What follows belongs to an exercise in optimizing a design on an open flow for small area; a production flow would make more cautious choices.
Only simulation tests tie the RTL to the original design; equivalence was not proved.

== T ==
// pp_core
module pp_core (
    input  wire         clk,
    input  wire         rst,
    input  wire         cmd_valid,
    output wire         cmd_ready,
    input  wire [3:0]   cmd_code,
    input  wire [271:0] cmd_arg,
    output reg          rsp_valid,
    output reg  [1:0]   rsp_status,
    output wire [65:0]  rsp_data,
    output reg          tx_open_req,
    input  wire         tx_open_ack,
    input  wire         tx_open_ok,
    output reg          tx_wr_valid,
    output wire [31:0]  tx_wr_data,
    input  wire         tx_done,
    input  wire         tx_fail,
    output reg          tx_close,
    output wire [1:0]   phase,
    output wire [2:0]   err,
    output wire [1:0]   dstate
);
    localparam C_PARH   = 4'h1, C_PAR32 = 4'h2, C_ENCW  = 4'h3, C_TOBYTES = 4'h4,
               C_COUNT  = 4'h5, C_CMASK = 4'h6, C_PACKH = 4'h7, C_PACKB   = 4'h8,
               C_ENCPAT = 4'h9, C_LOAD  = 4'hA, C_START = 4'hB, C_LEN     = 4'hC,
               C_GET    = 4'hD, C_TICK  = 4'hE, C_STOP  = 4'hF;
    localparam PH_BUILD = 2'd0, PH_PLAY = 2'd1, PH_STOPPED = 2'd2, PH_HALT = 2'd3;
    localparam ST_OK = 2'd0, ST_REFUSED = 2'd1, ST_ERROR = 2'd2;
  ...
Settings: LEC_CHECK=0, CAP_MARGIN=20, CORE_MARGIN=2, CORE_UTILIZATION=40, CTS_CLUSTER_DIAMETER=80, CTS_CLUSTER_SIZE=24, PLACE_DENSITY=0.6, SLEW_MARGIN=20, SYNTH_HIERARCHICAL=1; clock period 12.0 ns.
standard.sh (not shown) runs the stock make flow with config.mk's settings and CLKGATE_MAP_FILE= SYNTH_SCRIPT=/design/flow/synth_recipe.tcl, a recipe that flattens the netlist after the stock synthesis.
==> flow/flow/run.sh <==
#!/bin/bash
# The standard layout, with each port buffered by the smallest buffer
# (sky130_fd_sc_hd__buf_1) instead of the default clkdlybuf4s50_1.
set -euo pipefail
export BUFFER_PORTS_ARGS="-buffer_cell sky130_fd_sc_hd__buf_1"
bash standard.sh finish > flow_standard.log 2>&1
T reached the final stage; the timing, DRC and antenna checks on its layout passed.
The following lists how Q was set up differently from T:
--- a/flow/design.v
+++ b/flow/design.v
@@ -57,56 +57,28 @@
     pp_popcnt u_pop (.s(cmd_arg[255:0]), .c(count));
     wire [3:0]  code_eff = busy ? C_TICK : cmd_code;
     wire        sel_cur = code_eff[3] & code_eff[2] & code_eff[1];
     wire        sel_pp  = code_eff[0] & ~code_eff[2];
     wire [15:0] pm = sel_cur ? {10'd0, cursor} : sel_pp ? cmd_arg[271:256] : cmd_arg[15:0];
     wire [2:0]  m3oh;
     wire        id_par;
     pp_mod3 u_m3 (.p(pm), .oh(m3oh), .par8(id_par));
     wire [8:0]  mask = {{3{m3oh[2]}}, {3{m3oh[1]}}, {3{m3oh[0]}}};
     wire [31:0] body = {pm[7:0], mask, 14'd0, ~id_par};
-    wire [5:0]  slot;
-    wire [6:0]  sc;
-    pp_ha a_s0 (.a(cat_len[0]), .b(~pm[0]), .s(slot[0]), .co(sc[1]));
-    genvar gi;
-    generate
-        for (gi = 1; gi < 6; gi = gi + 1) begin : g_slot
-            pp_fa a_s (.a(cat_len[gi]), .b(~pm[gi]), .c(sc[gi]), .s(slot[gi]), .co(sc[gi+1]));
-        end
-    endgenerate
-    wire        slot_neg = ~(cat_len[6] | sc[6]);
+    wire [7:0]  slot_d = {1'b0, cat_len} + {2'b11, ~pm[5:0]};
+    wire [5:0]  slot = slot_d[5:0];
     wire [7:0]  rd;
     pp_rdmux u_rd (.d(cat), .a(slot), .q(rd));
-    wire        get_bad = slot_neg | (|cmd_arg[15:6]);
+    wire        get_bad = slot_d[7] | (|cmd_arg[15:6]);
     wire [1:0]  cnt_lo_nx = (cnt_lo == 2'd2) ? 2'd0 : cnt_lo + 2'd1;
     wire [1:0]  cnt_hi_nx = (cnt_lo != 2'd2) ? cnt_hi : (cnt_hi == 2'd2) ? 2'd0 : cnt_hi + 2'd1;
-    wire [5:0]  cursor_inc;
-    wire [5:0]  cic;
-    assign cursor_inc[0] = ~cursor[0];
-    assign cic[1] = cursor[0];
-    generate
-        for (gi = 1; gi < 5; gi = gi + 1) begin : g_cinc
-            pp_ha a_c (.a(cursor[gi]), .b(cic[gi]), .s(cursor_inc[gi]), .co(cic[gi+1]));
-        end
-    endgenerate
-    assign cursor_inc[5] = cursor[5] ^ cic[5];
-    wire [5:0]  cursor_nx = (slot == 6'd0) ? 6'd0 : cursor_inc;
-    wire [6:0]  len_inc;
-    wire [6:0]  lic;
-    assign len_inc[0] = ~cat_len[0];
-    assign lic[1] = cat_len[0];
-    generate
-        for (gi = 1; gi < 6; gi = gi + 1) begin : g_linc
-            pp_ha a_l (.a(cat_len[gi]), .b(lic[gi]), .s(len_inc[gi]), .co(lic[gi+1]));
-        end
-    endgenerate
-    assign len_inc[6] = cat_len[6] ^ lic[6];
+    wire [5:0]  cursor_nx = (slot == 6'd0) ? 6'd0 : cursor + 6'd1;
     reg [31:0] rw_nx;
     always @* begin
         case (code_eff)
             C_PARH:    rw_nx = {30'd0, p_hi, p_lo};
             C_PAR32:   rw_nx = {31'd0, p_w};
             C_ENCW:    rw_nx = {w[31:1], w[0] ^ p_w};
             C_TOBYTES: rw_nx = w;
             C_COUNT:   rw_nx = {23'd0, count};
             C_CMASK:   rw_nx = {23'd0, mask};
             C_PACKH:   rw_nx = {4'hF, cmd_arg[7:0], 20'h42000};
@@ -211,21 +183,21 @@
                 rsp_status <= ST_OK;
                 case (cmd_code)
                     C_LOAD: begin
                         if (phase_r != PH_BUILD) begin
                             rsp_status <= ST_REFUSED;
                         end else if (cat_len[6]) begin
                             if (err_r == E_NONE) err_r <= E_CONFIG;
                             phase_r    <= PH_HALT;
                             rsp_status <= ST_ERROR;
                         end else begin
-                            cat_len <= len_inc;
+                            cat_len <= cat_len + 7'd1;
                         end
                     end
                     C_START: begin
                         if (phase_r != PH_BUILD) begin
                             rsp_status <= ST_REFUSED;
                         end else if (cat_len == 7'd0) begin
                             if (err_r == E_NONE) err_r <= E_CONFIG;
                             phase_r    <= PH_HALT;
                             rsp_status <= ST_ERROR;
                         end else begin
Q vs. T: via count went up by 1.9%, amount of wire on met2 after detailed routing went down by 810 µm.
T leaves less setup margin than Q.
Per the comparison of Q with T, utilization moved down; share of the yosys chip area belonging to registers shows a reduction of 0.50 points.
Q: global routing met1 resource utilization lower than T
Comparing Q and T, the higher worst slack after detailed placement is on Q.
Q ran to completion and came out clean on the timing, DRC and antenna checks.
In the reports for Q and T, the smaller number of instances in the synthesized netlist belongs to T.

==> separate check: timing with driven ports <==
How much do the figures lean on ideal ports? The routed layouts below were timed once more, with nothing changed but the port constraints.
Step 1 sets driving cells, clkbuf_16 on the clock port and buf_2 on the other inputs (assumed; they add their load-dependent delay and slew).
Step 2 adds t to the input delays and takes it off the output delays; t is the mean of the earliest and latest rising clock arrival at the registers after step 1. Input paths then give back, and output paths get back, about the clock's delay inside the block.
Slacks: ideal ports / drivers / drivers and shift; pairs: ideal ports / drivers.
run	shift t [ns]	setup slack, ns	hold WS [ns]	slew at the worst register clock pin (ns)
T	0.673	3.110 / 3.149 / 2.476	0.437 / 0.437 / 0.437	0.10 / 0.10
Q	0.682	3.339 / 3.359 / 2.677	0.432 / 0.432 / 0.432	0.10 / 0.10
After both steps every run listed still meets setup and hold. For Q, which loses most, drivers alone change the setup slack by +0.020 ns; drivers and shift together by -0.662 ns.
